From an optimization exercise on the open Yosys and OpenROAD flow, aimed at small area, a short achievable clock period and few clock cycles; shortcuts taken in it are not production practice. At most, simulation tests tie the RTL to the original design; equivalence was not proved. Only the layout flow was run in run 5; the RTL was not checked for function there. Power figures rest on the tool's default switching activity, not on a simulated workload.

### flow/config.mk
export PLATFORM = sky130hd
export DESIGN_NAME = crc_memchk
export DESIGN_NICKNAME = crc_memchk
export VERILOG_FILES = /design/flow/design.v
export SDC_FILE = /design/flow/constraint.sdc
export NUM_CORES = 4
export LEC_CHECK = 0
export CAP_MARGIN = 20
export CORE_MARGIN = 2
export CORE_UTILIZATION = 60
export CTS_BUF_LIST = sky130_fd_sc_hd__clkbuf_8
export PLACE_DENSITY = 0.75
export SETUP_SLACK_MARGIN = 3.6
export SLEW_MARGIN = 20
### flow/constraint.sdc
create_clock -name core_clock -period 6.0 [get_ports {clk}]
set_input_delay 1.2000 -clock core_clock [delete_from_list [all_inputs] [get_ports {clk}]]
set_output_delay 1.2000 -clock core_clock [all_outputs]
set_load 0.01 [all_outputs]
### flow/design.v
module crc_memchk (
    input  wire        clk,
    input  wire        rst,            
    input  wire        cmd_valid,
    output wire        cmd_ready,
    input  wire [31:0] cmd_word,
    input  wire [31:0] cmd_addr,
    input  wire [31:0] cmd_len,
    input  wire [31:0] cmd_ref,
    output wire        mem_req,
    output wire        mem_space,      
    output wire [31:0] mem_addr,
    input  wire        mem_gnt,
    input  wire        mem_rvalid,
    input  wire [15:0] mem_rdata,
    output reg         rsp_valid,
    output reg         rsp_err,
    output reg         rsp_mismatch,
    output wire [31:0] rsp_result,
    output reg         crc_fault
);
    localparam [31:0] Q32_ODD = ~32'hF0958FD9;
    reg         idle;         
    reg         chk_ph;       
    reg         go_ph;        
    reg         ok_q;         
    reg         ne_q;         
    reg         rd;           
    reg         req;
    reg  [1:0]  infl;         
    reg         fin;          
    reg  [15:0] a;            
    reg  [15:0] n;            
    reg  [31:0] ref_val;
    reg         sp, w32, chk;
    reg         hdr_ok;       
    reg  [7:0]  d_hi, d_lo;   
    reg         ph;           
    reg         dv, dlast;
    reg  [31:0] q;            
    assign cmd_ready  = idle;
    assign mem_req    = req;
    assign mem_space  = sp;
    assign mem_addr   = {16'd0, a};
    assign rsp_result = q;
    wire [7:0] op       = cmd_word[7:0];
    wire       op_known = (op == 8'h01) || (op == 8'h02) ||
                          (op == 8'h11) || (op == 8'h12);
    wire       in_ok    = op_known && (cmd_word[31:9] == 23'd0) &&
                          (cmd_addr[31:16] == 16'd0) && (cmd_len[31:16] == 16'd0);
    wire [15:0] rg = a & n;             
    wire [15:0] rp = a | n;             
    wire [15:0] rx = a ^ n;
    wire [15:0] zb = rx ^ {rp[14:0], 1'b0};    
    wire [3:0]  grp_g, grp_p;
    genvar gi;
    generate
        for (gi = 0; gi < 4; gi = gi + 1) begin : g_grp
            assign grp_g[gi] = rg[4*gi+3] | (rp[4*gi+3] & rg[4*gi+2]) |
                               (rp[4*gi+3] & rp[4*gi+2] & rg[4*gi+1]) |
                               (rp[4*gi+3] & rp[4*gi+2] & rp[4*gi+1] & rg[4*gi]);
            assign grp_p[gi] = &rp[4*gi+3:4*gi];
        end
    endgenerate
    wire        c8     = grp_g[1] | (grp_p[1] & grp_g[0]);
    wire        c11    = rg[10] | (rp[10] & rg[9]) | (rp[10] & rp[9] & rg[8]) |
                         (rp[10] & rp[9] & rp[8] & c8);
    wire        c12    = grp_g[2] | (grp_p[2] & c8);
    wire        c15    = rg[14] | (rp[14] & rg[13]) | (rp[14] & rp[13] & rg[12]) |
                         (rp[14] & rp[13] & rp[12] & c12);
    wire        nvd_ok  = !(|a[15:12]) && !(|n[15:12]) &&
                          ((!a[11] && !n[11] && (!c11 || !(|zb[10:0]))) ||
                           ((a[11] ^ n[11]) && !(|rp[10:0])));
    wire        code_ok = ((!a[15] && !n[15] && (!c15 || !(|zb[14:0]))) ||
                           ((a[15] ^ n[15]) && !(|rp[14:0]))) && !a[0] && !n[0];
    wire        range_ok = sp ? nvd_ok : code_ok;
    wire        cmd_ok   = hdr_ok && range_ok;
    wire        nonempty = (n != 16'd0);
    wire       grant   = req && mem_gnt;
    wire       n_last  = !(|n[15:2]) && (sp ? (!n[1] && n[0]) : n[1]);
    reg  [15:0] a_inc, n_dec;
    integer     bi;
    always @* begin
        a_inc[0] = a[0] ^ sp;
        n_dec[0] = n[0] ^ sp;
        for (bi = 1; bi < 16; bi = bi + 1) begin
            a_inc[bi] = a[bi] ^ ((&(a[14:0] | ({15{1'b1}} << bi) | 15'd1)) && (!sp || a[0]));
            n_dec[bi] = n[bi] ^ (!(|(n[14:0] & ~({15{1'b1}} << bi) & ~15'd1)) && (!sp || !n[0]));
        end
    end
    wire       rd_next = go_ph ? (ok_q && ne_q) : (rd && !(grant && n_last));
    wire [1:0] infl_next = infl + {1'b0, grant} - {1'b0, mem_rvalid};
    wire [15:0] w32in = {d_hi, d_lo};
    wire [15:0] w16in = {d_lo, d_hi};
    wire [31:0] c32_raw;
    wire [15:0] c16_raw;
    wire c32_t0 = q[6] ^ w32in[6];
    wire c32_t1 = q[7] ^ w32in[7];
    wire c32_t2 = q[8] ^ w32in[8];
    wire c32_t3 = q[9] ^ w32in[9];
    wire c32_t4 = q[10] ^ w32in[10];
    wire c32_t5 = q[11] ^ w32in[11];
    wire c32_t6 = q[12] ^ w32in[12];
    wire c32_t7 = q[13] ^ w32in[13];
    wire c32_t8 = q[14] ^ w32in[14];
    wire c32_t9 = q[15] ^ w32in[15];
    wire c32_t10 = q[0] ^ w32in[0];
    wire c32_t11 = q[1] ^ w32in[1];
    wire c32_t12 = q[2] ^ w32in[2];
    wire c32_t13 = q[3] ^ w32in[3];
    wire c32_t14 = q[4] ^ w32in[4];
    wire c32_t15 = q[5] ^ w32in[5];
    wire c32_t16 = c32_t0 ^ c32_t12;
    wire c32_t17 = c32_t1 ^ c32_t10;
    wire c32_t18 = c32_t11 ^ c32_t2;
    wire c32_t19 = c32_t3 ^ c32_t7;
    wire c32_t20 = c32_t13 ^ c32_t9;
    wire c32_t21 = c32_t4 ^ c32_t5;
    wire c32_t22 = c32_t15 ^ c32_t6;
    wire c32_t23 = c32_t14 ^ c32_t8;
    wire c32_t24 = c32_t14 ^ c32_t17;
    wire c32_t25 = c32_t18 ^ c32_t19;
    wire c32_t26 = c32_t16 ^ c32_t8;
    wire c32_t27 = c32_t1 ^ c32_t5;
    wire c32_t28 = c32_t2 ^ c32_t3;
    wire c32_t29 = c32_t5 ^ c32_t6;
    wire c32_t30 = c32_t21 ^ c32_t23;
    wire c32_t31 = c32_t22 ^ c32_t8;
    wire c32_t32 = c32_t3 ^ c32_t9;
    wire c32_t33 = c32_t6 ^ c32_t7;
    wire c32_t34 = c32_t0 ^ c32_t11;
    wire c32_t35 = c32_t0 ^ c32_t13;
    wire c32_t36 = c32_t2 ^ c32_t6;
    wire c32_t37 = c32_t11 ^ c32_t4;
    wire c32_t38 = c32_t15 ^ c32_t18;
    wire c32_t39 = c32_t16 ^ c32_t28;
    wire c32_t40 = c32_t20 ^ c32_t34;
    wire c32_t41 = c32_t12 ^ c32_t21;
    wire c32_t42 = c32_t19 ^ c32_t20;
    wire c32_t43 = c32_t20 ^ c32_t23;
    wire c32_t44 = c32_t24 ^ c32_t29;
    wire c32_t45 = c32_t1 ^ c32_t25;
    wire c32_t46 = q[16] ^ c32_t4;
    wire c32_t47 = c32_t0 ^ c32_t46;
    wire c32_t48 = c32_t24 ^ c32_t47;
    wire c32_t49 = q[17] ^ c32_t27;
    wire c32_t50 = c32_t38 ^ c32_t49;
    wire c32_t51 = q[18] ^ c32_t6;
    wire c32_t52 = c32_t51 ^ c32_t39;
    wire c32_t53 = q[19] ^ c32_t4;
    wire c32_t54 = c32_t13 ^ c32_t1;
    wire c32_t55 = c32_t19 ^ c32_t53;
    wire c32_t56 = c32_t54 ^ c32_t55;
    wire c32_t57 = q[20] ^ c32_t2;
    wire c32_t58 = c32_t57 ^ c32_t30;
    wire c32_t59 = q[21] ^ c32_t5;
    wire c32_t60 = c32_t32 ^ c32_t22;
    wire c32_t61 = c32_t59 ^ c32_t60;
    wire c32_t62 = q[22] ^ c32_t33;
    wire c32_t63 = c32_t24 ^ c32_t62;
    wire c32_t64 = q[23] ^ c32_t7;
    wire c32_t65 = c32_t8 ^ c32_t64;
    wire c32_t66 = c32_t38 ^ c32_t65;
    wire c32_t67 = q[24] ^ c32_t10;
    wire c32_t68 = c32_t32 ^ c32_t67;
    wire c32_t69 = c32_t26 ^ c32_t68;
    wire c32_t70 = q[25] ^ c32_t14;
    wire c32_t71 = c32_t70 ^ c32_t40;
    wire c32_t72 = q[26] ^ c32_t4;
    wire c32_t73 = c32_t15 ^ c32_t16;
    wire c32_t74 = c32_t72 ^ c32_t73;
    wire c32_t75 = q[27] ^ c32_t35;
    wire c32_t76 = c32_t27 ^ c32_t75;
    wire c32_t77 = q[28] ^ c32_t36;
    wire c32_t78 = c32_t24 ^ c32_t77;
    wire c32_t79 = q[29] ^ c32_t10;
    wire c32_t80 = c32_t15 ^ c32_t79;
    wire c32_t81 = c32_t25 ^ c32_t80;
    wire c32_t82 = q[30] ^ c32_t3;
    wire c32_t83 = c32_t37 ^ c32_t82;
    wire c32_t84 = c32_t26 ^ c32_t83;
    wire c32_t85 = q[31] ^ c32_t1;
    wire c32_t86 = c32_t20 ^ c32_t85;
    wire c32_t87 = c32_t41 ^ c32_t86;
    wire c32_t88 = c32_t36 ^ c32_t21;
    wire c32_t89 = c32_t17 ^ c32_t35;
    wire c32_t90 = c32_t88 ^ c32_t89;
    wire c32_t91 = c32_t25 ^ c32_t44;
    wire c32_t92 = c32_t4 ^ c32_t12;
    wire c32_t93 = c32_t92 ^ c32_t31;
    wire c32_t94 = c32_t25 ^ c32_t93;
    wire c32_t95 = c32_t10 ^ c32_t21;
    wire c32_t96 = c32_t42 ^ c32_t26;
    wire c32_t97 = c32_t95 ^ c32_t96;
    wire c32_t98 = c32_t10 ^ c32_t8;
    wire c32_t99 = c32_t29 ^ c32_t98;
    wire c32_t100 = c32_t40 ^ c32_t99;
    wire c32_t101 = c32_t9 ^ c32_t37;
    wire c32_t102 = c32_t33 ^ c32_t16;
    wire c32_t103 = c32_t101 ^ c32_t102;
    wire c32_t104 = c32_t7 ^ c32_t13;
    wire c32_t105 = c32_t16 ^ c32_t104;
    wire c32_t106 = c32_t30 ^ c32_t105;
    wire c32_t107 = c32_t22 ^ c32_t27;
    wire c32_t108 = c32_t43 ^ c32_t107;
    wire c32_t109 = c32_t4 ^ c32_t7;
    wire c32_t110 = c32_t9 ^ c32_t2;
    wire c32_t111 = c32_t22 ^ c32_t17;
    wire c32_t112 = c32_t109 ^ c32_t110;
    wire c32_t113 = c32_t111 ^ c32_t112;
    wire c32_t114 = c32_t30 ^ c32_t45;
    wire c32_t115 = c32_t9 ^ c32_t28;
    wire c32_t116 = c32_t31 ^ c32_t41;
    wire c32_t117 = c32_t115 ^ c32_t116;
    wire c32_t118 = c32_t42 ^ c32_t44;
    wire c32_t119 = c32_t7 ^ c32_t0;
    wire c32_t120 = c32_t17 ^ c32_t18;
    wire c32_t121 = c32_t119 ^ c32_t31;
    wire c32_t122 = c32_t120 ^ c32_t121;
    wire c32_t123 = c32_t9 ^ c32_t26;
    wire c32_t124 = c32_t45 ^ c32_t123;
    wire c32_t125 = c32_t43 ^ c32_t39;
    wire c32_t126 = c32_t3 ^ c32_t15;
    wire c32_t127 = c32_t0 ^ c32_t20;
    wire c32_t128 = c32_t126 ^ c32_t127;
    assign c32_raw[0] = c32_t48;
    assign c32_raw[1] = c32_t50;
    assign c32_raw[2] = c32_t52;
    assign c32_raw[3] = c32_t56;
    assign c32_raw[4] = c32_t58;
    assign c32_raw[5] = c32_t61;
    assign c32_raw[6] = c32_t63;
    assign c32_raw[7] = c32_t66;
    assign c32_raw[8] = c32_t69;
    assign c32_raw[9] = c32_t71;
    assign c32_raw[10] = c32_t74;
    assign c32_raw[11] = c32_t76;
    assign c32_raw[12] = c32_t78;
    assign c32_raw[13] = c32_t81;
    assign c32_raw[14] = c32_t84;
    assign c32_raw[15] = c32_t87;
    assign c32_raw[16] = c32_t90;
    assign c32_raw[17] = c32_t91;
    assign c32_raw[18] = c32_t94;
    assign c32_raw[19] = c32_t97;
    assign c32_raw[20] = c32_t100;
    assign c32_raw[21] = c32_t103;
    assign c32_raw[22] = c32_t106;
    assign c32_raw[23] = c32_t108;
    assign c32_raw[24] = c32_t113;
    assign c32_raw[25] = c32_t114;
    assign c32_raw[26] = c32_t117;
    assign c32_raw[27] = c32_t118;
    assign c32_raw[28] = c32_t122;
    assign c32_raw[29] = c32_t124;
    assign c32_raw[30] = c32_t125;
    assign c32_raw[31] = c32_t128;
    wire c16_t0 = q[11] ^ w16in[11];
    wire c16_t1 = q[12] ^ w16in[12];
    wire c16_t2 = q[8] ^ w16in[8];
    wire c16_t3 = q[13] ^ w16in[13];
    wire c16_t4 = q[9] ^ w16in[9];
    wire c16_t5 = q[10] ^ w16in[10];
    wire c16_t6 = q[14] ^ w16in[14];
    wire c16_t7 = q[15] ^ w16in[15];
    wire c16_t8 = q[4] ^ w16in[4];
    wire c16_t9 = q[5] ^ w16in[5];
    wire c16_t10 = q[6] ^ w16in[6];
    wire c16_t11 = q[7] ^ w16in[7];
    wire c16_t12 = c16_t1 ^ c16_t2;
    wire c16_t13 = c16_t3 ^ c16_t4;
    wire c16_t14 = c16_t10 ^ c16_t5;
    wire c16_t15 = c16_t0 ^ c16_t11;
    wire c16_t16 = c16_t6 ^ c16_t7;
    wire c16_t17 = q[0] ^ w16in[0];
    wire c16_t18 = q[1] ^ w16in[1];
    wire c16_t19 = q[2] ^ w16in[2];
    wire c16_t20 = q[3] ^ w16in[3];
    wire c16_t21 = c16_t17 ^ c16_t8;
    wire c16_t22 = c16_t18 ^ c16_t9;
    wire c16_t23 = c16_t15 ^ c16_t16;
    wire c16_t24 = c16_t19 ^ c16_t3;
    wire c16_t25 = c16_t7 ^ c16_t8;
    wire c16_t26 = c16_t12 ^ c16_t21;
    wire c16_t27 = c16_t13 ^ c16_t22;
    wire c16_t28 = c16_t14 ^ c16_t24;
    wire c16_t29 = c16_t12 ^ c16_t25;
    wire c16_t30 = c16_t0 ^ c16_t26;
    wire c16_t31 = c16_t1 ^ c16_t27;
    wire c16_t32 = c16_t6 ^ c16_t28;
    wire c16_t33 = c16_t20 ^ c16_t23;
    wire c16_t34 = c16_t0 ^ c16_t9;
    wire c16_t35 = c16_t13 ^ c16_t34;
    wire c16_t36 = c16_t26 ^ c16_t35;
    wire c16_t37 = c16_t1 ^ c16_t6;
    wire c16_t38 = c16_t14 ^ c16_t37;
    wire c16_t39 = c16_t27 ^ c16_t38;
    wire c16_t40 = c16_t23 ^ c16_t28;
    wire c16_t41 = c16_t20 ^ c16_t12;
    wire c16_t42 = c16_t23 ^ c16_t41;
    wire c16_t43 = c16_t13 ^ c16_t29;
    wire c16_t44 = c16_t6 ^ c16_t9;
    wire c16_t45 = c16_t5 ^ c16_t13;
    wire c16_t46 = c16_t44 ^ c16_t45;
    wire c16_t47 = c16_t0 ^ c16_t16;
    wire c16_t48 = c16_t14 ^ c16_t47;
    wire c16_t49 = c16_t2 ^ c16_t11;
    wire c16_t50 = c16_t7 ^ c16_t21;
    wire c16_t51 = c16_t49 ^ c16_t50;
    wire c16_t52 = c16_t4 ^ c16_t2;
    wire c16_t53 = c16_t22 ^ c16_t52;
    wire c16_t54 = c16_t4 ^ c16_t19;
    wire c16_t55 = c16_t14 ^ c16_t54;
    wire c16_t56 = c16_t20 ^ c16_t5;
    wire c16_t57 = c16_t15 ^ c16_t56;
    assign c16_raw[0] = c16_t30;
    assign c16_raw[1] = c16_t31;
    assign c16_raw[2] = c16_t32;
    assign c16_raw[3] = c16_t33;
    assign c16_raw[4] = c16_t29;
    assign c16_raw[5] = c16_t36;
    assign c16_raw[6] = c16_t39;
    assign c16_raw[7] = c16_t40;
    assign c16_raw[8] = c16_t42;
    assign c16_raw[9] = c16_t43;
    assign c16_raw[10] = c16_t46;
    assign c16_raw[11] = c16_t48;
    assign c16_raw[12] = c16_t51;
    assign c16_raw[13] = c16_t53;
    assign c16_raw[14] = c16_t55;
    assign c16_raw[15] = c16_t57;
    wire [31:0] q_next = w32 ? (c32_raw ^ 32'h41D912FF) : {16'd0, c16_raw};
    wire mismatch = chk && (q != ref_val);
    always @(posedge clk) begin
        if (chk_ph) begin
            d_hi <= 8'd0;
        end else if (mem_rvalid) begin
            d_hi <= sp ? mem_rdata[7:0] : mem_rdata[15:8];
            d_lo <= sp ? d_hi : mem_rdata[7:0];
        end
        if (idle) begin
            a       <= cmd_addr[15:0];
            n       <= cmd_len[15:0];
            ref_val <= cmd_ref;
            sp      <= cmd_word[8];
            w32     <= cmd_word[1];
            chk     <= cmd_word[4];
            hdr_ok  <= in_ok;
        end else if (chk_ph) begin
            ok_q <= cmd_ok;
            ne_q <= nonempty;
        end else if (grant) begin
            a <= a_inc;
            n <= n_dec;
        end
        if (chk_ph)
            q <= (w32 && sp && n[0]) ? Q32_ODD : 32'd0;
        else if (dv)
            q <= q_next;
        if (rst) begin
            idle         <= 1'b1;
            chk_ph       <= 1'b0;
            go_ph        <= 1'b0;
            rd           <= 1'b0;
            req          <= 1'b0;
            infl         <= 2'd0;
            ph           <= 1'b0;
            fin          <= 1'b0;
            dv           <= 1'b0;
            dlast        <= 1'b0;
            rsp_valid    <= 1'b0;
            rsp_err      <= 1'b0;
            rsp_mismatch <= 1'b0;
            crc_fault    <= 1'b0;
        end else begin
            dv    <= mem_rvalid && (ph || !sp);
            ph    <= chk_ph ? n[0] : (ph ^ mem_rvalid);
            dlast <= mem_rvalid && !rd && (infl == 2'd1);
            rd    <= rd_next;
            req   <= (req && !mem_gnt) || (rd_next && (infl_next != 2'd3));
            infl  <= infl_next;
            chk_ph <= idle && cmd_valid;
            go_ph <= chk_ph;
            fin   <= (go_ph && ok_q && !ne_q) || (dv && dlast);
            rsp_valid <= fin || (go_ph && !ok_q);
            rsp_err   <= !fin;
            rsp_mismatch <= mismatch;
            if (fin && mismatch)
                crc_fault <= 1'b1;
            if (idle)
                idle <= !cmd_valid;
            else if ((go_ph && !(ok_q && ne_q)) || (dv && dlast))
                idle <= 1'b1;
        end
    end
endmodule
### flow/flow/run.sh
#!/bin/bash
# The standard layout, with every port buffered by the smallest buffer
# (sky130_fd_sc_hd__buf_1) instead of the delay cell the default picks;
# the repair steps resize these buffers where timing needs it.
set -euo pipefail
export BUFFER_PORTS_ARGS="-buffer_cell sky130_fd_sc_hd__buf_1"
bash standard.sh > standard.log 2>&1
### flow/standard.sh
#!/bin/bash
# synth_recipe.tcl (not shown) runs the flow's synth.tcl, then flattens the netlist and writes it again
# the make line also repeats each setting of config.mk as NAME=value (left out here)
make -C /OpenROAD-flow-scripts/flow DESIGN_CONFIG=/design/flow/config.mk WORK_HOME=/design/flow/orfs CLKGATE_MAP_FILE= SYNTH_SCRIPT=/design/flow/synth_recipe.tcl "${@:-finish}"
==> results of run 1 <==
==> cell usage after synthesis (4+ instances only) <==
cell      count  area, µm²
edfxtp_1    110       3300
o21bai_1      4       30.0
nor4_1       33        206
nand3_1       8       40.0
buf_4        16        120
a211oi_1     18        135
nor2_1       39        146
buf_1         7       26.3
nor3_1        9       45.0
mux2i_1       8       80.1
xnor2_2      13        211
ha_1         37        463
o221ai_1      4       35.0
nor2b_1       8       50.1
xnor2_1     166       1450
o21ai_0      37        185
nand2_1      43        161
nand4_1      16        100
a21oi_1      14       70.1
mux2_2       11        124
xor2_1       70        613
dfxtp_1      23        460
clkbuf_1     13       48.8
inv_1        43        161
==> worst reg2reg max path, cell delays in order (launching register included) <==
cell and delay, ns:
edfxtp_1 0.48, buf_4 0.20, ha_1 0.21, inv_1 0.10, nand4_1 0.20, nor4_4 0.44, buf_4 0.20, a21oi_1 0.07
a21oi_1 0.12, o21ai_0 0.10
==> cells in the final DEF (no fill, tap or decap), types with 3 or more instances in the layout <==
master and instances:
xor2_1 68, xor2_2 3, nor2_1 39, ha_1 35
edfxtp_1 110, o21bai_1 3, nor4_4 4, mux2i_1 8
buf_1 201, buf_4 48, mux2_2 11, nor2b_1 7
nor3_1 8, xnor2_1 157, a211oi_1 18, nand4_1 16
o21ai_0 37, inv_4 3, nand2b_1 3, o211ai_1 3
xnor2_2 18, conb_1 16, clkinv_2 5, nand3_1 8
o221ai_1 4, dfxtp_1 22, clkbuf_8 20, a21oi_1 14
nor4_1 29, nand2_1 42, o21ai_1 3, xnor2_4 5
inv_1 45
==> registers in the layout, summed over array words and instances (netlist names), 2 cells and up <==
signal and cells:
d_lo 8, a 16, ref_val 32, d_hi 8, n 16, q 32
infl 2
==> final timing paths <==
| path | to |
|---|---|
| hold / removal | dlast |
| setup reg to reg | n[13] |
| hold reg to reg | dlast |
| setup / recovery | rsp_result[7] |
==> routing by layer <==
layer	share of wire, %	track usage (%)
met1	43	38.1
met2	48	45.9
met3	7.7	5.37
met4	1.4	8.39
met5	0	0
==> per-stage QoR <==
stage                     instances  cell area [µm²]  hold slack [ns]  setup WS, ns
after floorplan                 808             8810            0.399          3.61
after global placement         1157             9620            0.415          3.01
after detailed placement       1157             9620            0.423          2.91
after CTS                      1198            10100            0.440          3.55
after global routing           1237            10500            0.475          3.52
final                          1237            10500            0.437          3.58
==> what timing repair did <==
action | 4_1_cts | 5_1_grt
pin swaps | 0 | 5
setup endpoints to repair | 37 | 29
resized for setup | 16 | 14
buffers inserted | 9 | 39
==> power breakdown <==
| group | switching [mW] | internal [mW] |
|---|---|---|
| registers | 0.297 | 1.40 |
| clock network | 0.356 | 0.352 |
| logic | 2.52 | 2.33 |
==> area by class of cell <==
type,instances,share of cell area (%)
multi-input combinational,596,46.3
sequential,133,35.7
timing repair buffer,253,10.9
clock buffer,20,2.61
tap,180,2.14
inverter,43,1.53
clock inverter,12,0.807
==> logic make-up after synthesis <==
logic type | Yosys count | synth area share, %
xor gates and xnor gates | 255 | 27.9
and+or+nand+nor | 174 | 10.1
DFF | 133 | 43.3
AOI/OAI and AO/OA | 95 | 6.85
buffers and inverters | 79 | 4.10
adders and majority gates | 37 | 5.33
muxes | 19 | 2.35
other | 1 | 0.0432
==> impl_metrics.env, run 1 <==
export IMPL_max_freq_ghz=0.412
export IMPL_path_max_fanout=4
export IMPL_rsz0062_at_grt="yes"
export IMPL_grt_max_degree=75
export IMPL_gp_congestion=0.945
export IMPL_grt_overflow=0
export IMPL_hold_buffers=0
export IMPL_drc=0
export IMPL_r2r_start="sp"
export IMPL_cts_tree="done"
export IMPL_h_tree_depth=4
export IMPL_yosys_warnings=1
export IMPL_min_path_type="reg -> reg"
export IMPL_grt_pass1_vias=6286
export IMPL_ys_async_sr_fraction_pct=0
export IMPL_power_mw=7.25
export IMPL_antenna_cells=0
export IMPL_path_buf_inv=1
export IMPL_ant_nets=0
export IMPL_r2r_setup_slack_ns=3.62
export IMPL_maxCapViolations=0
export IMPL_maxSlewViolCount=0
export IMPL_cp_slowest_cell="edfxtp_1"
export IMPL_ys_types=54
export IMPL_cellPowerDensity_nw_per_um2=688
export IMPL_cts_buffer_depth=2
export IMPL_ys_ff_latch=133
export IMPL_hold_start="rd"
export IMPL_worst_path_stages=1
export IMPL_power_leakage_nw=3.96
export IMPL_multi_input_area_um2=4880
export IMPL_final_fill_count=981
export IMPL_crit_path_end_kind="output pin"
export IMPL_postLayoutCoreUtil_pct=75.4
export IMPL_postSynthAreaPerCell_um2=11.0
export IMPL_period_needed_ns=2.42
export IMPL_fin_nets=1230
export IMPL_area_growth_pct=21.4
export IMPL_dp_hpwl_um=16400
export IMPL_dr_pass1_iters=7
export IMPL_maxSlewHeadroom_pct=36.6
export IMPL_grt_pass1_wl_um=33600
export IMPL_vdd_ir_drop_max_uv=354
export IMPL_cts_buffers_inserted=17
export IMPL_cp_cell_sequence="buf_1"
export IMPL_clk_pin_slew_ns=0.08
export IMPL_crit_type="reg -> out"
export IMPL_worstMarginPinSlew_ns=0.948
export IMPL_cp_required_ns=4.80
export IMPL_crit_family="flip-flops"
export IMPL_period_share_pct=40.4
export IMPL_core_um2=14000
export IMPL_layout_drive_gt1_share_pct=12.9
export IMPL_wirelength_um=22300
export IMPL_finalSetupTns_ns=0
export IMPL_drtIter0Drc=508
export IMPL_whs_path_depth=1
export IMPL_cts_root_buf="clkbuf_8"
export IMPL_viasPerCell=5.51
export IMPL_setup_viol=0
export IMPL_dieArea_um2=15500
export IMPL_critPathArrivalTime_ns=1.22
export IMPL_std_cell_rows=43
export IMPL_synth_edf_count=110
export IMPL_grt_use_total_pct=28.0
export IMPL_syn_area_um2=8690
export IMPL_fp_dieH_um=124
export IMPL_outcome="timing/DRC/antenna clean"
export IMPL_wire_per_inst_um=18.1
export IMPL_antenna_found_initial=0
export IMPL_io_pins=220
export IMPL_seq_area_frac_synth_pct=43.3
export IMPL_critPathMaxStageDelay_ns=0.57
export IMPL_hold_viol=0
export IMPL_vias=6812
export IMPL_regArea_um2=3770
export IMPL_startpoint="q[7]"
export IMPL_clock_sinks=133
export IMPL_synthFlopType="edfxtp_1"
export IMPL_syn_inst=793
export IMPL_die_x_um=124
export IMPL_io_buffers=203
export IMPL_initial_core_util_pct=62.1
export IMPL_reg2regPathDepth=9
export IMPL_startpoint_type="register"
export IMPL_clock_skew_ns=0.0123
export IMPL_clk_latency_ns=0.47
Testbench counts, summed over its fixed seeds: cycles 52,207.
==> run 2: changes to the inputs <==
--- a/flow/config.mk
+++ b/flow/config.mk
@@ -11,4 +11,4 @@
 export CTS_BUF_LIST = sky130_fd_sc_hd__clkbuf_8
 export PLACE_DENSITY = 0.75
-export SETUP_SLACK_MARGIN = 3.6
+export SETUP_SLACK_MARGIN = 3.7
 export SLEW_MARGIN = 20
==> run 2 against run 1 <==
Against the previous run: still clean; via count grew 4.0%; count of clock-buffer cells in the layout unchanged; global-route usage rose by 1.4 points; clock skew grew 0.0017 ns; combinational power up 13%; sequential power down 4%; sequential share of layout area fell by 2.1 points; critical path depth up 6; worst hold slack improved by 0.017 ns; area after synthesis is the same; fmax increased by 0.65%; routed wire length increased by 8.2%; critical path type is now reg -> reg; critical endpoint is now q[2]; largest cell class unchanged.
==> impl_metrics.env, run 2 <==
export IMPL_layout_drive_gt1_share_pct=19.3
export IMPL_dr_pass1_iters=5
export IMPL_synth_top_area_share_pct=38.0
export IMPL_rsz0062_at_grt="yes"
export IMPL_path_max_fanout=3
export IMPL_cp_cell_sequence="buf_4, xnor2_2, xor2_1, xnor2_2, xor2_1, xnor2_1, o221ai_1"
export IMPL_wirelength_um=24200
export IMPL_synth_top_family_by_area="XOR/XNOR gates"
export IMPL_power_mw=7.87
export IMPL_cts_buffers_inserted=17
export IMPL_path_buf_inv=1
export IMPL_startpoint_type="register"
export IMPL_cts_buffer_depth=2
export IMPL_yosysTopAreaCell="edfxtp_1"
export IMPL_clock_skew_ns=0.0140
export IMPL_synthTopCellsByArea="edfxtp_1 38%, xnor2_1 17%, xor2_1 7.1%, ha_1 5.3%, dfxtp_1 5.3%"
export IMPL_cts_root_buf="clkbuf_8"
export IMPL_hold_viol=0
export IMPL_synth_simple_area_share_pct=10.1
export IMPL_synth_edf_count=110
export IMPL_io_pins=220
export IMPL_seq_area_frac_synth_pct=43.3
export IMPL_layout_cells_most_common_list="198 x buf_1, 145 x xnor2_1, 110 x edfxtp_1"
export IMPL_place_area_um2=9620
export IMPL_period_needed_ns=2.41
export IMPL_reg_top3="q x32, ref_val x32"
export IMPL_antenna_found_initial=0
export IMPL_crit_path_end_kind="register"
export IMPL_hold_buffers=0
export IMPL_clock_sinks=133
export IMPL_critPathMaxStageDelay_ns=0.47
export IMPL_std_cell_rows=43
export IMPL_vias=7085
export IMPL_period_share_pct=40.1
export IMPL_cts_tree="done"
export IMPL_muxShareOfSynthArea_pct=2.35
export IMPL_h_tree_depth=4
export IMPL_vdd_ir_drop_max_uv=369
export IMPL_setup_viol=0
export IMPL_fin_nets=1283
export IMPL_yosys_area_share_adder_pct=5.33
export IMPL_maxSlewViolCount=0
export IMPL_synth_xor_area_share_pct=27.9
export IMPL_antenna_cells=0
export IMPL_cp_required_ns=6.17
export IMPL_syn_inst=793
export IMPL_critPathArrivalTime_ns=2.58
export IMPL_stdcell_area_um2=11200
export IMPL_grt_pass1_vias=6663
export IMPL_area_growth_pct=29.1
export IMPL_cp_slowest_cell="edfxtp_1"
export IMPL_synthFlopType="edfxtp_1"
export IMPL_cellPowerDensity_nw_per_um2=701
export IMPL_finalSetupTns_ns=0
export IMPL_die_x_um=124
export IMPL_wire_per_inst_um=18.7
export IMPL_maxCapViolations=0
export IMPL_drtIter0Drc=615
export IMPL_synth_most_common_cell="xnor2_1"
export IMPL_power_leakage_nw=4.33
export IMPL_max_freq_ghz=0.415
export IMPL_initial_core_util_pct=62.1
export IMPL_grt_pass1_wl_um=35200
export IMPL_maxSlewHeadroom_pct=34.1
export IMPL_syn_area_um2=8690
export IMPL_ys_types=54
export IMPL_crit_type="reg -> reg"
export IMPL_synth_compound_area_share_pct=6.85
export IMPL_crit_family="XOR/XNOR gates"
export IMPL_ant_nets=0
export IMPL_ys_ff_latch=133
export IMPL_drc=0
export IMPL_fp_dieH_um=124
export IMPL_core_um2=14000
export IMPL_clk_latency_ns=0.45
export IMPL_grt_overflow=0
export IMPL_final_common_cell="buf_1"
export IMPL_dieArea_um2=15500
export IMPL_outcome="timing/DRC/antenna clean"
export IMPL_grt_max_degree=73
export IMPL_ys_async_sr_fraction_pct=0
export IMPL_dp_hpwl_um=16200
export IMPL_clk_pin_slew_ns=0.08
export IMPL_gp_congestion=0.891
export IMPL_postSynthAreaPerCell_um2=11.0
export IMPL_worstMarginPinSlew_ns=0.985
export IMPL_yosys_top_cells_count="166 x xnor2_1, 110 x edfxtp_1, 70 x xor2_1, 43 x inv_1, 43 x nand2_1"
export IMPL_viasPerCell=5.49
export IMPL_yosys_warnings=1
export IMPL_io_buffers=203
export IMPL_grt_use_total_pct=29.4
export IMPL_min_path_type="reg -> reg"
[run 2: cell count changes in the layout (fill, tap and decap cells not counted), sizes merged]
cell      delta
inv          -1
clkbuf       +2
bufbuf       +1
buf         +50
clkinv       -1
clkinvlp     +1
bufinv       +1
[run 2: cell families after synthesis]
kind of cell | Yosys count
XOR/XNOR | 255
AND/OR/NAND/NOR | 174
flip-flops | 133
AO/OA/AOI/OAI | 95
buffers and inverters | 79
adder cells (fa/ha/maj) | 37
multiplexers | 19
other | 1
[run 2: where the power goes]
group          switching, mW  internal [mW]  total (mW)
logic                   2.83           2.67        5.49
clock network          0.353          0.395       0.748
registers              0.230           1.39        1.62
total                   3.41           4.45        7.87
[run 2: cell type report]
class,instances,area (µm²)
Multi-Input combinational cell,596,5070
Sequential cell,133,3770
Fill cell,866,2770
Timing Repair Buffer,306,1610
Clock buffer,20,275
Tap cell,180,225
Inverter,43,161
Clock inverter,12,111
[run 2: routing by layer]
layer  vias up  track usage, %  share of wire, %
li1       3343               -                 -
met1      3318            40.5                41
met2       374            47.2                49
met3        50            5.28               7.5
met4         0            10.0               2.6
met5         -               0                 0
[run 2: through the flow]
step | hold WS (ns) | std cells | setup WS, ns | utilization, %
final | 0.454 | 1290 | 3.59 | 80.2
after floorplan | 0.399 | 808 | 3.61 | -
after global placement | 0.422 | 1158 | 2.99 | 68.8
after CTS | 0.439 | 1237 | 3.60 | 75.4
after detailed placement | 0.425 | 1158 | 2.92 | 68.8
after global routing | 0.455 | 1290 | 3.56 | 80.2
[run 2: what timing repair did]
| action | CTS | global route |
|---|---|---|
| setup endpoints to repair | 64 | 55 |
| pin swaps | 2 | 9 |
| setup buffers | 46 | 53 |
| cloned | 1 | 0 |
| resized for setup | 28 | 40 |
[run 2: final timing paths]
kind | from | endpoint | slack (ns) | cells after the start
worst min-delay path | rd | dlast | 0.45 | 1
worst max-delay path | q[6] | q[2] | 3.59 | 7
worst max register to register | q[6] | q[2] | 3.59 | 7
worst min register to register | rd | dlast | 0.45 | 1
==> run 3: changes to the inputs <==
--- a/flow/config.mk
+++ b/flow/config.mk
@@ -10,5 +10,6 @@
 export CORE_UTILIZATION = 60
 export CTS_BUF_LIST = sky130_fd_sc_hd__clkbuf_8
+export GPL_TIMING_DRIVEN = 0
 export PLACE_DENSITY = 0.75
-export SETUP_SLACK_MARGIN = 3.7
+export SETUP_SLACK_MARGIN = 3.5
 export SLEW_MARGIN = 20
==> run 3 against run 2 <==
Against the previous run: via count fell by 2.3%; first-iteration DRC count down 23%; setup slack lost 0.071 ns; fmax fell by 2.8%; non-clock buffer count decreased by 56; total power shrank 8.1%; synthesized cell count unchanged; combinational power decreased by 14%; utilization fell by 5.6 points; worst hold slack gained 0.0014 ns; count of clock-buffer cells in the layout unchanged; sequential share of layout area rose by 2.5 points.
==> impl_metrics.env, run 3 <==
export IMPL_syn_inst=793
export IMPL_maxSlewHeadroom_pct=37.6
export IMPL_gp_congestion=0.970
export IMPL_switching_share_pct=43.6
export IMPL_place_area_um2=9740
export IMPL_yosys_top_cells_count="166 x xnor2_1, 110 x edfxtp_1, 70 x xor2_1, 43 x inv_1, 43 x nand2_1"
export IMPL_stdcell_area_um2=10400
export IMPL_setup_viol=0
export IMPL_vdd_ir_drop_max_uv=355
export IMPL_vias=6924
export IMPL_initial_core_util_pct=62.1
export IMPL_cts_tree="done"
export IMPL_p_int_mw=4.08
export IMPL_wirelength_um=23200
export IMPL_outcome="timing/DRC/antenna clean"
export IMPL_period_share_pct=41.3
export IMPL_cp_slowest_cell="edfxtp_1"
export IMPL_path_max_fanout=6
export IMPL_grt_pass1_wl_um=35500
export IMPL_min_path_type="reg -> reg"
export IMPL_postSynthAreaPerCell_um2=11.0
export IMPL_maxSlewViolCount=0
export IMPL_synthTopCellsByArea="edfxtp_1 38%, xnor2_1 17%, xor2_1 7.1%, ha_1 5.3%, dfxtp_1 5.3%"
export IMPL_rsz0062_at_grt="yes"
export IMPL_crit_path_end_kind="output pin"
export IMPL_period_needed_ns=2.48
export IMPL_p_comb_share_pct=65.1
export IMPL_maxCapViolations=0
export IMPL_std_cell_rows=43
export IMPL_ys_types=54
export IMPL_drtIter0Drc=473
export IMPL_final_fill_count=1038
export IMPL_antenna_cells=0
export IMPL_synth_most_common_cell="xnor2_1"
export IMPL_final_common_cell="buf_1"
export IMPL_clk_latency_ns=0.46
export IMPL_crit_type="reg -> out"
export IMPL_layout_drive_gt1_share_pct=9.95
export IMPL_synthFlopType="edfxtp_1"
export IMPL_startpoint_type="register"
export IMPL_clk_pin_slew_ns=0.07
export IMPL_p_clk_share_pct=11.0
export IMPL_p_sw_mw=3.15
export IMPL_fp_dieH_um=124
export IMPL_clock_sinks=133
export IMPL_viasPerCell=5.61
export IMPL_dp_hpwl_um=17700
export IMPL_grt_use_total_pct=29.8
export IMPL_power_leakage_nw=3.89
export IMPL_critPathMaxStageDelay_ns=0.51
export IMPL_crit_family="flip-flops"
export IMPL_wire_per_inst_um=18.8
export IMPL_synth_top_area_share_pct=38.0
export IMPL_cp_cell_sequence="buf_4, buf_1"
export IMPL_critPathArrivalTime_ns=1.28
export IMPL_h_tree_depth=4
export IMPL_hold_buffers=0
export IMPL_hold_viol=0
export IMPL_cts_buffer_depth=2
export IMPL_antenna_found_initial=0
export IMPL_fin_nets=1228
export IMPL_worstMarginPinSlew_ns=0.935
export IMPL_power_mw=7.23
export IMPL_dieArea_um2=15500
export IMPL_cellPowerDensity_nw_per_um2=693
export IMPL_layout_cells_most_common_list="210 x buf_1, 159 x xnor2_1, 110 x edfxtp_1"
export IMPL_seq_area_frac_synth_pct=43.3
export IMPL_ys_async_sr_fraction_pct=0
export IMPL_max_freq_ghz=0.403
export IMPL_ys_ff_latch=133
export IMPL_synth_edf_count=110
export IMPL_dr_pass1_iters=5
export IMPL_grt_overflow=0
export IMPL_ant_nets=0
export IMPL_yosys_warnings=1
export IMPL_grt_max_degree=33
export IMPL_core_um2=14000
export IMPL_clock_skew_ns=0.0129
export IMPL_io_buffers=202
export IMPL_syn_area_um2=8690
export IMPL_drc=0
export IMPL_finalSetupTns_ns=0
export IMPL_die_x_um=124
export IMPL_reg_top3="q x32, ref_val x32"
export IMPL_cts_buffers_inserted=17
export IMPL_io_pins=220
export IMPL_area_growth_pct=20.1
export IMPL_cp_required_ns=4.80
export IMPL_yosysTopAreaCell="edfxtp_1"
export IMPL_cts_root_buf="clkbuf_8"
export IMPL_grt_pass1_vias=6735
export IMPL_path_buf_inv=2
export IMPL_seqPwrFrac_pct=23.9
## run 3: cell counts after synthesis
Identical to the previous run, type by type.
## run 3: logic make-up (layout without fill, tap and decap cells)
family,after synthesis,after routing,share of synthesized area [%]
compound gates,95,96,6.85
xor+xnor,255,255,27.9
fa+ha+maj,37,37,5.33
buf+inv,79,325,4.10
flops,133,133,43.3
mux,19,19,2.35
other cells,1,16,0.0432
simple gates,174,174,10.1
## run 3: power groups by stage
stage,logic (mW),clock network (mW),registers [mW]
final,4.70,0.798,1.73
after global routing,5.06,0.850,1.76
after global placement,4.40,0,1.72
after detailed placement,4.47,0,1.73
after floorplan,3.54,0,1.70
after CTS,4.53,0.804,1.71
## run 3: cell type report
| class | instances | area (µm²) | area share, % |
|---|---|---|---|
| multi-input combinational | 597 | 4780 | 45.8 |
| clock buffer | 20 | 275 | 2.64 |
| inverter | 43 | 161 | 1.55 |
| sequential | 133 | 3770 | 36.1 |
| clock inverter | 12 | 151 | 1.45 |
| tap | 180 | 225 | 2.16 |
| timing repair buffer | 214 | 881 | 8.44 |
| buffer | 36 | 196 | 1.88 |
## run 3: stage by stage
stage	std cells	hold slack [ns]	setup slack, ns	utilization, %
2_1_floorplan	808	0.399	3.51	-
3_3_place_gp	1190	0.438	3.10	69.7
3_5_place_dp	1190	0.440	3.07	69.7
4_1_cts	1223	0.454	3.51	73.2
5_1_grt	1235	0.473	3.43	74.6
6_report	1235	0.455	3.52	74.6
## run 3: metal layers
layer	GRT usage, %	wire (µm)	up-vias	part of all wire, %
li1	-	-	3234	-
met1	39.4	9670	3306	42
met2	49.9	11500	349	49
met3	6.14	1680	35	7.3
met4	8.66	414	0	1.8
met5	0	0	-	0
## run 3: timing repair
action	4_1_cts	5_1_grt
pin swaps	0	2
setup buffers	1	11
endpoints found under the hold margin	0	0
gates resized for setup	7	13
endpoints found under the setup margin	49	57
gates cloned	0	1
## run 3: final timing paths
check | to | slack [ns] | cells past startpoint | startpoint
worst min register to register | dlast | 0.46 | 1 | infl[1]
worst max-delay path | mem_space | 3.52 | 2 | sp
worst max register to register | q[18] | 3.52 | 6 | q[13]
worst min-delay path | dlast | 0.46 | 1 | infl[1]
## run 3: worst register-to-register path, delay by kind of cell, from the launching register on
kind,cells,cell delay (ns)
simple gates,1,0.06
flops,1,0.54
xor+xnor,5,1.60
==> run 4: changes to the inputs <==
--- a/flow/config.mk
+++ b/flow/config.mk
@@ -10,5 +10,4 @@
 export CORE_UTILIZATION = 60
 export CTS_BUF_LIST = sky130_fd_sc_hd__clkbuf_8
-export GPL_TIMING_DRIVEN = 0
 export PLACE_DENSITY = 0.75
 export SETUP_SLACK_MARGIN = 3.5
==> run 4 against run 3 <==
Against the previous run: still clean; utilization is 2.0 points lower; global-route usage fell by 1.8 points; clock power about the same; via count decreased by 4.7%; worst hold slack worse by 0.023 ns; area after synthesis unchanged; fmax grew 1.2%; routed wire length down 6.1%; critical path depth down 1; die area is the same; critical endpoint is now cmd_ready; largest cell class unchanged; largest power group unchanged; highest routed layer unchanged.
==> impl_metrics.env, run 4 <==
export IMPL_outcome="timing/DRC/antenna clean"
export IMPL_initial_core_util_pct=62.1
export IMPL_cts_buffer_depth=2
export IMPL_io_buffers=203
export IMPL_clock_sinks=133
export IMPL_io_pins=220
export IMPL_ys_types=54
export IMPL_antenna_cells=0
export IMPL_synth_top_area_share_pct=38.0
export IMPL_yosysTopAreaCell="edfxtp_1"
export IMPL_clock_skew_ns=0.0105
export IMPL_ant_nets=0
export IMPL_cts_tree="done"
export IMPL_grt_pass1_vias=6553
export IMPL_maxSlewViolCount=0
export IMPL_clk_pin_slew_ns=0.07
export IMPL_place_area_um2=9580
export IMPL_grt_pass1_wl_um=33800
export IMPL_dieArea_um2=15500
export IMPL_cp_required_ns=4.80
export IMPL_critPathMaxStageDelay_ns=0.59
export IMPL_postLayoutCoreUtil_pct=72.6
export IMPL_synth_most_common_cell="xnor2_1"
export IMPL_path_max_fanout=27
export IMPL_ys_async_sr_fraction_pct=0
export IMPL_synth_edf_count=110
export IMPL_layout_cells_most_common_list="202 x buf_1, 162 x xnor2_1, 110 x edfxtp_1"
export IMPL_grt_overflow=0
export IMPL_layout_drive_gt1_share_pct=7.78
export IMPL_synthTopCellsByArea="edfxtp_1 38%, xnor2_1 17%, xor2_1 7.1%, ha_1 5.3%, dfxtp_1 5.3%"
export IMPL_grt_max_degree=78
export IMPL_wirelength_um=21800
export IMPL_hold_buffers=0
export IMPL_dr_pass1_iters=5
export IMPL_period_needed_ns=2.45
export IMPL_gp_congestion=0.926
export IMPL_drtIter0Drc=465
export IMPL_wire_per_inst_um=18.3
export IMPL_drc=0
export IMPL_crit_type="reg -> out"
export IMPL_viasPerCell=5.52
export IMPL_yosys_top_cells_count="166 x xnor2_1, 110 x edfxtp_1, 70 x xor2_1, 43 x inv_1, 43 x nand2_1"
export IMPL_cts_buffers_inserted=17
export IMPL_seq_area_frac_synth_pct=43.3
export IMPL_path_buf_inv=1
export IMPL_vdd_ir_drop_max_uv=396
export IMPL_critPathArrivalTime_ns=1.25
export IMPL_period_share_pct=40.8
export IMPL_dp_hpwl_um=16600
export IMPL_die_x_um=124
export IMPL_area_growth_pct=16.9
export IMPL_h_tree_depth=4
export IMPL_std_cell_rows=43
export IMPL_yosys_warnings=1
export IMPL_fin_nets=1188
export IMPL_syn_area_um2=8690
export IMPL_worstMarginPinSlew_ns=0.935
export IMPL_postSynthAreaPerCell_um2=11.0
export IMPL_max_freq_ghz=0.408
export IMPL_reg_top3="q x32, ref_val x32"
export IMPL_vias=6597
export IMPL_grt_use_total_pct=28.0
export IMPL_startpoint_type="register"
export IMPL_ys_ff_latch=133
export IMPL_power_leakage_nw=3.74
export IMPL_maxCapViolations=0
export IMPL_antenna_found_initial=0
export IMPL_clk_latency_ns=0.45
export IMPL_setup_viol=0
export IMPL_cp_slowest_cell="dfxtp_4"
export IMPL_cts_root_buf="clkbuf_8"
export IMPL_cellPowerDensity_nw_per_um2=708
export IMPL_crit_family="flip-flops"
export IMPL_finalSetupTns_ns=0
export IMPL_stdcell_area_um2=10200
export IMPL_maxSlewHeadroom_pct=37.5
export IMPL_hold_viol=0
export IMPL_min_path_type="reg -> reg"
export IMPL_fp_dieH_um=124
export IMPL_rsz0062_at_grt="yes"
export IMPL_final_common_cell="buf_1"
export IMPL_syn_inst=793
export IMPL_crit_path_end_kind="output pin"
export IMPL_cp_cell_sequence="buf_1"
export IMPL_synthFlopType="edfxtp_1"
export IMPL_core_um2=14000
[run 4: worst paths after layout]
check	cells past startpoint	to	startpoint	slack [ns]
setup reg to reg	5	q[14]	q[6]	3.57
setup / recovery	1	cmd_ready	idle	3.55
hold / removal	1	dlast	rd	0.43
hold reg to reg	1	dlast	rd	0.43
[run 4: cell families (layout without fill, tap and decap cells)]
logic type	Yosys count	count (layout)	share of synthesized area, %
buffers and inverters	79	286	4.10
AOI/OAI and AO/OA	95	95	6.85
DFF	133	133	43.3
other	1	16	0.0432
and+or+nand+nor	174	174	10.1
muxes	19	19	2.35
adders and majority gates	37	37	5.33
xor gates and xnor gates	255	255	27.9
[run 4: metal layers]
metal	share of wire, %	wire length, µm	vias up	GRT usage, %
li1	-	-	3151	-
met1	43	9460	3133	37.4
met2	49	10700	280	46.8
met3	5.9	1290	33	5.54
met4	1.7	367	0	7.60
met5	0	0	-	0
[run 4: per-stage QoR]
step,hold slack (ns),total power [mW],setup slack (ns),std cells
finish,0.433,7.19,3.55,1195
global route,0.471,7.59,3.44,1195
CTS,0.431,7.02,3.51,1190
detailed placement,0.417,6.18,2.80,1158
global placement,0.420,6.10,2.89,1158
floorplan,0.399,5.25,3.51,808
[run 4: power breakdown]
| group | internal, mW | leakage, nW | switching [mW] | total [mW] |
|---|---|---|---|---|
| Sequential | 1.40 | 1.29 | 0.337 | 1.73 |
| Clock | 0.438 | 0.228 | 0.359 | 0.797 |
| Combinational | 2.21 | 2.22 | 2.46 | 4.66 |
[run 4: layout make-up]
cell class | instances | area (µm²)
Sequential cell | 133 | 3770
Inverter | 43 | 161
Fill cell | 1062 | 3830
Tap cell | 180 | 225
Multi-Input combinational cell | 596 | 4750
Clock inverter | 12 | 136
Timing Repair Buffer | 211 | 843
Clock buffer | 20 | 275
[run 4: worst register-to-register path, delay by kind of cell (launching register included)]
kind,cells,cell delay (ns)
XOR/XNOR,4,1.42
AO/OA/AOI/OAI,1,0.18
flip-flops,1,0.52
[run 4: timing repair]
action                                  CTS  global route
endpoints found under the setup margin   12            19
setup buffers                             0             5
pin swaps                                 0             1
resized for setup                         8            12
==> run 5: changes to the inputs <==
--- a/flow/design.v
+++ b/flow/design.v
@@ -23,7 +23,4 @@
     reg         idle;         
     reg         chk_ph;       
-    reg         go_ph;        
-    reg         ok_q;         
-    reg         ne_q;         
     reg         rd;           
     reg         req;
@@ -89,5 +86,5 @@
         end
     end
-    wire       rd_next = go_ph ? (ok_q && ne_q) : (rd && !(grant && n_last));
+    wire       rd_next = chk_ph ? (cmd_ok && nonempty) : (rd && !(grant && n_last));
     wire [1:0] infl_next = infl + {1'b0, grant} - {1'b0, mem_rvalid};
     wire [15:0] w32in = {d_hi, d_lo};
@@ -347,7 +344,4 @@
             chk     <= cmd_word[4];
             hdr_ok  <= in_ok;
-        end else if (chk_ph) begin
-            ok_q <= cmd_ok;
-            ne_q <= nonempty;
         end else if (grant) begin
             a <= a_inc;
@@ -361,5 +355,4 @@
             idle         <= 1'b1;
             chk_ph       <= 1'b0;
-            go_ph        <= 1'b0;
             rd           <= 1'b0;
             req          <= 1'b0;
@@ -381,7 +374,6 @@
             infl  <= infl_next;
             chk_ph <= idle && cmd_valid;
-            go_ph <= chk_ph;
-            fin   <= (go_ph && ok_q && !ne_q) || (dv && dlast);
-            rsp_valid <= fin || (go_ph && !ok_q);
+            fin   <= (chk_ph && cmd_ok && !nonempty) || (dv && dlast);
+            rsp_valid <= fin || (chk_ph && !cmd_ok);
             rsp_err   <= !fin;
             rsp_mismatch <= mismatch;
@@ -390,5 +382,5 @@
             if (idle)
                 idle <= !cmd_valid;
-            else if ((go_ph && !(ok_q && ne_q)) || (dv && dlast))
+            else if ((chk_ph && !(cmd_ok && nonempty)) || (dv && dlast))
                 idle <= 1'b1;
         end
--- a/flow/config.mk
+++ b/flow/config.mk
@@ -11,4 +11,4 @@
 export CTS_BUF_LIST = sky130_fd_sc_hd__clkbuf_8
 export PLACE_DENSITY = 0.75
-export SETUP_SLACK_MARGIN = 3.5
+export SETUP_SLACK_MARGIN = 3.6
 export SLEW_MARGIN = 20
==> run 5 against run 4 <==
Against the previous run: synthesized cell count up 1.3%; clock power down 3.0%; final cell count increased by 7.3%; register-to-register slack got worse by 0.08 ns; still clean; sequential cell count down 3; area after synthesis hardly changed; utilization up 7.5 points; first-iteration DRC count increased by 34%.
==> impl_metrics.env, run 5 <==
export IMPL_hold_viol=0
export IMPL_r2r_end="rd"
export IMPL_grt_pass1_vias=6896
export IMPL_cp_required_ns=6.40
export IMPL_vdd_ir_drop_max_uv=385
export IMPL_seqPwrFrac_pct=21.5
export IMPL_ys_async_sr_fraction_pct=0
export IMPL_reg2regPathDepth=9
export IMPL_p_sw_mw=3.31
export IMPL_fin_nets=1275
export IMPL_syn_inst=803
export IMPL_dp_hpwl_um=16900
export IMPL_io_buffers=203
export IMPL_finalSetupTns_ns=0
export IMPL_maxCapViolations=0
export IMPL_period_needed_ns=2.51
export IMPL_ys_types=50
export IMPL_viasPerCell=5.49
export IMPL_cts_buffers_inserted=17
export IMPL_ys_ff_latch=130
export IMPL_r2r_start="a[1]"
export IMPL_worstMarginPinSlew_ns=0.865
export IMPL_maxSlewHeadroom_pct=42.3
export IMPL_synthTopCellsByArea="edfxtp_1 37%, xnor2_1 18%, ha_1 5.3%, dfxtp_1 5.1%, xor2_1 4.4%"
export IMPL_syn_area_um2=8680
export IMPL_clock_skew_ns=0.00747
export IMPL_core_um2=14000
export IMPL_initial_core_util_pct=62.1
export IMPL_max_freq_ghz=0.398
export IMPL_crit_path_end_kind="register"
export IMPL_cp_common_cell="nor3_2"
export IMPL_whs_path_depth=1
export IMPL_holdPathEnd="dlast"
export IMPL_dieArea_um2=15500
export IMPL_reg_top3="q x32, ref_val x32"
export IMPL_cts_root_buf="clkbuf_8"
export IMPL_dr_pass1_iters=5
export IMPL_critPathArrivalTime_ns=2.91
export IMPL_cts_buffer_depth=2
export IMPL_synthFlopType="edfxtp_1"
export IMPL_std_cell_rows=43
export IMPL_postSynthAreaPerCell_um2=10.8
export IMPL_setup_viol=0
export IMPL_area_growth_pct=29.1
export IMPL_p_clk_share_pct=10.2
export IMPL_layout_cells_most_common_list="196 x buf_1, 170 x xnor2_1, 108 x edfxtp_1"
export IMPL_outcome="timing/DRC/antenna clean"
export IMPL_synth_edf_count=108
export IMPL_startpoint="a[1]"
export IMPL_cts_tree="done"
export IMPL_hold_buffers=0
export IMPL_maxSlewViolCount=0
export IMPL_drc=0
export IMPL_synth_most_common_cell="xnor2_1"
export IMPL_path_max_fanout=5
export IMPL_yosys_warnings=1
export IMPL_wirelength_um=24600
export IMPL_hold_start="rd"
export IMPL_startpoint_type="register"
export IMPL_grt_use_total_pct=30.5
export IMPL_crit_type="reg -> reg"
export IMPL_rsz0062_at_grt="yes"
export IMPL_ant_nets=0
export IMPL_critPathMaxStageDelay_ns=0.47
export IMPL_h_tree_depth=4
export IMPL_drtIter0Drc=625
export IMPL_antenna_found_initial=0
export IMPL_gp_congestion=0.937
export IMPL_die_x_um=124
export IMPL_antenna_cells=0
export IMPL_fp_dieH_um=124
export IMPL_place_ws_ns=2.81
export IMPL_r2r_setup_slack_ns=3.49
export IMPL_crit_family="simple AND/OR/NAND/NOR gates"
export IMPL_vias=7041
export IMPL_p_int_mw=4.30
export IMPL_final_common_cell="buf_1"
export IMPL_power_leakage_nw=4.15
export IMPL_p_comb_share_pct=68.3
export IMPL_switching_share_pct=43.5
export IMPL_yosys_top_cells_count="183 x xnor2_1, 108 x edfxtp_1, 48 x nand2_1, 48 x o21ai_0, 46 x inv_1"
export IMPL_cp_slowest_cell="edfxtp_1"
export IMPL_cp_cell_sequence="inv_1, ha_1, xnor2_1, or4_4, nor3_2, a211o_1, nor3_2, or3_4, a21oi_2"
export IMPL_grt_overflow=0
export IMPL_clock_sinks=130
export IMPL_grt_pass1_wl_um=36800
export IMPL_min_path_type="reg -> reg"
export IMPL_clk_pin_slew_ns=0.08
export IMPL_wire_per_inst_um=19.2
export IMPL_layout_drive_gt1_share_pct=20.3
export IMPL_io_pins=220
export IMPL_layout_setup_ws_ns=3.49
export IMPL_seq_area_frac_synth_pct=42.4
export IMPL_path_buf_inv=1
export IMPL_period_share_pct=41.9
export IMPL_grt_max_degree=79
export IMPL_clk_latency_ns=0.47
export IMPL_cellPowerDensity_nw_per_um2=679
export IMPL_synth_top_area_share_pct=37.3
export IMPL_yosysTopAreaCell="edfxtp_1"
## run 5: worst max path at each step
stage / slack (ns) / end / cells after the start
2_1_floorplan: 3.56 / req / 9
3_3_place_gp: 2.85 / req / 9
3_5_place_dp: 2.81 / req / 9
4_1_cts: 3.50 / mem_space / 3
5_1_grt: 3.39 / rd / 9
6_report: 3.49 / rd / 9
## run 5: per-stage QoR
step / instance area [µm²] / instances / hold WS [ns] / utilization, % / total power [mW]
2_1_floorplan: 8800 / 818 / 0.392 / - / 5.28
3_3_place_gp: 9620 / 1168 / 0.398 / 68.7 / 6.10
3_5_place_dp: 9620 / 1168 / 0.408 / 68.7 / 6.19
4_1_cts: 10500 / 1234 / 0.420 / 75.2 / 7.15
5_1_grt: 11200 / 1282 / 0.435 / 80.2 / 8.03
6_report: 11200 / 1282 / 0.412 / 80.2 / 7.61
## run 5: final cells by class
type	count	area [µm²]
well taps	180	225
repair buffers	288	1500
clock buffers	17	234
flip-flops and latches	130	3690
fillers	867	2780
inverters	46	173
multi-input cells	606	5220
clock inverters	15	168
## run 5: timing repair
item	in CTS	in global routing
gates resized for setup	44	68
buffers inserted	33	48
endpoints found under the hold margin	0	0
pin swaps	6	15
gates cloned	1	0
setup endpoints to repair	35	47
## run 5: power groups by stage
stage	clock, mW	combinational, mW	sequential, mW
after floorplan	0	3.61	1.68
after global placement	0	4.40	1.70
after detailed placement	0	4.49	1.71
after CTS	0.777	4.71	1.67
after global routing	0.822	5.55	1.66
final	0.773	5.20	1.64
## run 5: cells by family (layout without fill, tap and decap cells)
family,after synthesis,count (layout),synth area share [%]
mux,19,19,2.35
compound gates,101,101,6.93
other cells,1,16,0.0432
flops,130,130,42.4
fa+ha+maj,37,37,5.33
xor+xnor,253,253,28.2
simple gates,180,180,10.4
buf+inv,82,366,4.24
## run 5: routing by layer
| metal | vias up | part of all wire, % | track usage [%] |
|---|---|---|---|
| met5 | - | 0 | 0 |
| met4 | 0 | 3.4 | 10.5 |
| met3 | 64 | 4.8 | 4.98 |
| met2 | 273 | 53 | 54.1 |
| met1 | 3361 | 39 | 37.7 |
| li1 | 3343 | - | - |

port drivers added, routing unchanged:
The results above use ideal ports. As a check the final layouts listed here were re-extracted and re-timed, cells and wires unchanged. Step 1, drivers: a clkbuf_16 drives clk and a buf_2 each remaining input, both assumed. Step 2 moves the port delays by t, midway between the first and last clock arrival at a register: inputs arrive t later, outputs are due t later. That takes back most of the time a late clock gives input paths. Slacks: no drivers / after step 1 / after step 2; pairs: no drivers / after step 1.
run	shift t [ns]	setup WS [ns]	clock arrival spread, ns	worst register clock-pin slew, ns
run 1	0.504	3.576 / 3.533 / 3.224	0.012 / 0.012	0.08 / 0.08
run 2	0.488	3.591 / 3.575 / 3.282	0.014 / 0.014	0.08 / 0.08
run 3	0.487	3.521 / 3.482 / 3.147	0.013 / 0.013	0.08 / 0.08
run 4	0.488	3.550 / 3.511 / 3.188	0.015 / 0.015	0.08 / 0.08
run 5	0.499	3.489 / 3.467 / 3.134	0.007 / 0.008	0.08 / 0.08
After both steps setup and hold are still met in every run listed. The setup slack of run 3, which loses most, moves by -0.039 ns with the drivers and by -0.374 ns with both steps.
